Source: an optimization exercise on an open RTL-to-GDS flow (aim: small area, a short achievable clock period and few clock cycles per item). Production flows keep margins and buffers that such runs may drop. The RTL was checked by simulation tests, not by an equivalence proof against the original design. Power and IR drop assume default switching activity.

// icu_quant
module icu_quant (
    input  wire        clk,
    input  wire        rst,
    input  wire        in_valid,
    output wire        in_ready,
    input  wire [23:0] in_rgb,
    output reg         out_valid,
    input  wire        out_ready,
    output reg  [23:0] out_lo,
    output reg  [23:0] out_hi,
    output reg  [7:0]  out_avg
);
Size: roughly 4,600 cells after synthesis, ~86 I/O pins.
clock: 22.0 ns
lec_check: 0
cap_margin: 20
core_margin: 2
core_utilization: 40
slew_margin: 20
run.sh (not shown) runs the stock make flow with config.mk's settings and CLKGATE_MAP_FILE= SYNTH_SCRIPT=/design/flow/synth_recipe.tcl, a recipe that flattens the netlist after the stock synthesis.
Testbench counts at the start, summed over its fixed seeds: cycles 6,456, items 384.
Then changed:
==> flow/flow/run.sh (new file) <==
#!/bin/bash
# Standard layout, with the port buffers made by a regular buffer cell
# instead of the flow's default choice.
set -e
export BUFFER_PORTS_ARGS="-buffer_cell sky130_fd_sc_hd__buf_4"
bash standard.sh > standard.log 2>&1
==> flow/standard.sh (new file) <==
#!/bin/bash
# synth_recipe.tcl (not shown) runs the flow's synth.tcl, then flattens the netlist and writes it again
# the make line also repeats each setting of config.mk as NAME=value (left out here)
make -C /OpenROAD-flow-scripts/flow DESIGN_CONFIG=/design/flow/config.mk WORK_HOME=/design/flow/orfs CLKGATE_MAP_FILE= SYNTH_SCRIPT=/design/flow/synth_recipe.tcl "${@:-finish}"
CORE_UTILIZATION = 55   (was 40)
CTS_BUF_LIST = sky130_fd_sc_hd__clkbuf_4 sky130_fd_sc_hd__clkbuf_8   (was not set)
CTS_CLUSTER_SIZE = 30   (was not set)
PLACE_DENSITY = 0.7   (was not set)
removed: flow/run.sh
Result: The new run produced a clean layout; clock power came out lower by 11%; global-route usage goes up by 5.5 points; total power is lower by 3.8%; clock skew decreases by 20 ps.

========
## rev 12
Another version of the RTL of icu_quant (not shown whole).
For scale: about 4600 cells after synthesis, ~1100 flip-flops, roughly 53000 um2 of cells after synthesis.
Settings: LEC_CHECK=0, CAP_MARGIN=20, CORE_MARGIN=2, CORE_UTILIZATION=50, PLACE_DENSITY=0.65, SLEW_MARGIN=20; clock period 22.0 ns.
standard.sh (not shown) runs the stock make flow with config.mk's settings and CLKGATE_MAP_FILE= SYNTH_SCRIPT=/design/flow/synth_recipe.tcl, a recipe that flattens the netlist after the stock synthesis.
==> flow/flow/run.sh <==
#!/bin/bash
# The standard layout (the standard.sh, all steps), with three changes:
#  - the port buffers are made with a regular buf_4 cell instead of the
#    flow's default choice;
#  - the clock tree is built with larger sink clusters (up to 25 sinks,
#    100 um across) and without dummy loads;
#  - the timing repair steps aim at a 5.5 ns period instead of only
#    meeting the 22 ns clock (the constraints themselves are unchanged).
# The full output goes to standard.log in this folder.
set -e
export BUFFER_PORTS_ARGS="-buffer_cell sky130_fd_sc_hd__buf_4"
export CTS_ARGS="-sink_clustering_enable -repair_clock_nets -dont_use_dummy_load -sink_clustering_size 25 -sink_clustering_max_diameter 100"
export SETUP_SLACK_MARGIN=16.5
bash standard.sh > standard.log 2>&1
Rev 12 completed end to end with timing, DRC and antenna clean.
Testbench counts of rev 12, summed over its fixed seeds: cycles 6,456, items 384.
Input changes introduced in rev 13 (baseline for comparison: rev 12):
- PLACE_DENSITY removed (was 0.65)
- CORE_UTILIZATION changed from 50 to 40
Results
- Compared with rev 12, rev 13 shows a higher width of the die.
- Higher starting density of the core among rev 12 and rev 13: rev 12
- Comparing share of the final layout cell area in sequential cells for rev 12 and rev 13, the smaller number came from rev 13.
- Diff rev 12 -> rev 13: non-clock buffer count fell 5; combinational share of power did not really move.
- Any difference in worst setup slack between rev 13 and rev 12 is small enough to ignore.
- Rev 13 consumes more power than rev 12 does.
- Summary of rev 13 over rev 12: wire length of the first global-routing pass now larger, clock skew has decreased.
- The number of gates resized after CTS in rev 13 sits 2 above the value recorded for rev 12.
- Rev 13 and rev 12 ended up with roughly the same fraction of area in non-clock buffers.

========
Another version of the RTL of icu_quant (not shown whole).
For scale: roughly 1100 flip-flops, ~86 I/O pins, about 0.053 sq mm of cells after synthesis.
// icu_quant
module icu_quant (
    input  wire        clk,
    input  wire        rst,
    input  wire        in_valid,
    output wire        in_ready,
    input  wire [23:0] in_rgb,
    output reg         out_valid,
    input  wire        out_ready,
    output reg  [23:0] out_lo,
    output reg  [23:0] out_hi,
    output reg  [7:0]  out_avg
);
clock: 22.0 ns
lec_check: 0
cap_margin: 20
core_margin: 2
core_utilization: 40
slew_margin: 20
==> flow/flow/run.sh <==
#!/bin/bash
# The standard layout (the standard.sh, all steps), except that the
# port buffers are made with a regular buf_4 cell instead of the flow's
# default choice. The full output goes to standard.log in this folder.
set -e
export BUFFER_PORTS_ARGS="-buffer_cell sky130_fd_sc_hd__buf_4"
bash standard.sh > standard.log 2>&1
The baseline produced a clean layout.
Testbench counts at the start, summed over its fixed seeds: cycles 6,456, items 384.
Then changed:
==> flow/flow/run.sh (replaced) <==
#!/bin/bash
# The standard layout (the standard.sh, all steps), with the port
# buffers made with a regular buf_4 cell, and the timing repair steps
# aiming at a 5.5 ns period instead of only meeting the 22 ns clock.
# The full output goes to standard.log in this folder.
set -e
export BUFFER_PORTS_ARGS="-buffer_cell sky130_fd_sc_hd__buf_4"
export SETUP_SLACK_MARGIN=16.5
bash standard.sh > standard.log 2>&1
Result:
- The new run ran to the end with no violations
- maximum frequency grows by 12%
- combinational power barely changes
- synthesized cell count does not change
- utilization grows by 0.39 points
- area after synthesis stays the same
- count of clock-buffer cells in the layout grows by 5
- worst hold slack loses 0.0031 ns
- power is about the same
- routed wire length grows by 1.6%
Then changed:
==> flow/run.sh (new file) <==
#!/bin/bash
# synth_recipe.tcl (not shown) runs the flow's synth.tcl, then flattens the netlist and writes it again
# the make line also repeats each setting of config.mk as NAME=value (left out here)
make -C /OpenROAD-flow-scripts/flow DESIGN_CONFIG=/design/flow/config.mk WORK_HOME=/design/flow/orfs CLKGATE_MAP_FILE= SYNTH_SCRIPT=/design/flow/synth_recipe.tcl finish
removed: flow/flow/run.sh
removed: flow/standard.sh
Wire length goes down by a few percent.
Clock power barely changes.
Non-clock buffer count drops by 6.
Synthesized cell count is unchanged.
Worst hold slack loses 0.010 ns.
Power grows slightly.
Final area barely changes.

port drivers added, routing unchanged:
Ports are ideal in the flow. The routed layouts listed here were re-timed in OpenROAD. Step 1 (the two cells are an assumption about what drives the block):
set clk [get_ports {clk}]
set_driving_cell -lib_cell sky130_fd_sc_hd__clkbuf_16 $clk
set_driving_cell -lib_cell sky130_fd_sc_hd__buf_2 [delete_from_list [all_inputs] $clk]
Step 2, shift: input delay + t, output delay - t, t = (earliest + latest rising clock arrival at the registers) / 2. This alone moves slack from input paths to output paths. a / b / c = ideal / step 1 / step 2; a / b = the first two.
run | t, ns | slack for setup (ns) | worst hold slack (ns) | worst setup path after step 2
the first run of note 1 | 0.786 | 15.368 / 15.368 / 15.368 | 0.304 / 0.304 / 0.304 | register to register
the second run of note 1 | 0.879 | 15.462 / 15.462 / 15.462 | 0.297 / 0.297 / 0.297 | register to register
rev 12 | 0.692 | 16.382 / 16.316 / 16.558 | 0.273 / 0.273 / 0.273 | input to register
rev 13 | 0.709 | 16.383 / 16.307 / 16.564 | 0.324 / 0.324 / 0.324 | input to register
the first run of note 3 | 0.783 | 15.563 / 15.563 / 15.563 | 0.314 / 0.314 / 0.314 | register to register
the second run of note 3 | 0.764 | 16.252 / 16.179 / 16.231 | 0.311 / 0.311 / 0.311 | input to register
the third run of note 3 | 0.778 | 15.499 / 15.499 / 15.499 | 0.301 / 0.301 / 0.301 | register to register
After both steps setup and hold are still met in every run listed. The setup slack of the second run of note 3, which loses most, moves by -0.073 ns with the drivers and by -0.021 ns with both steps.
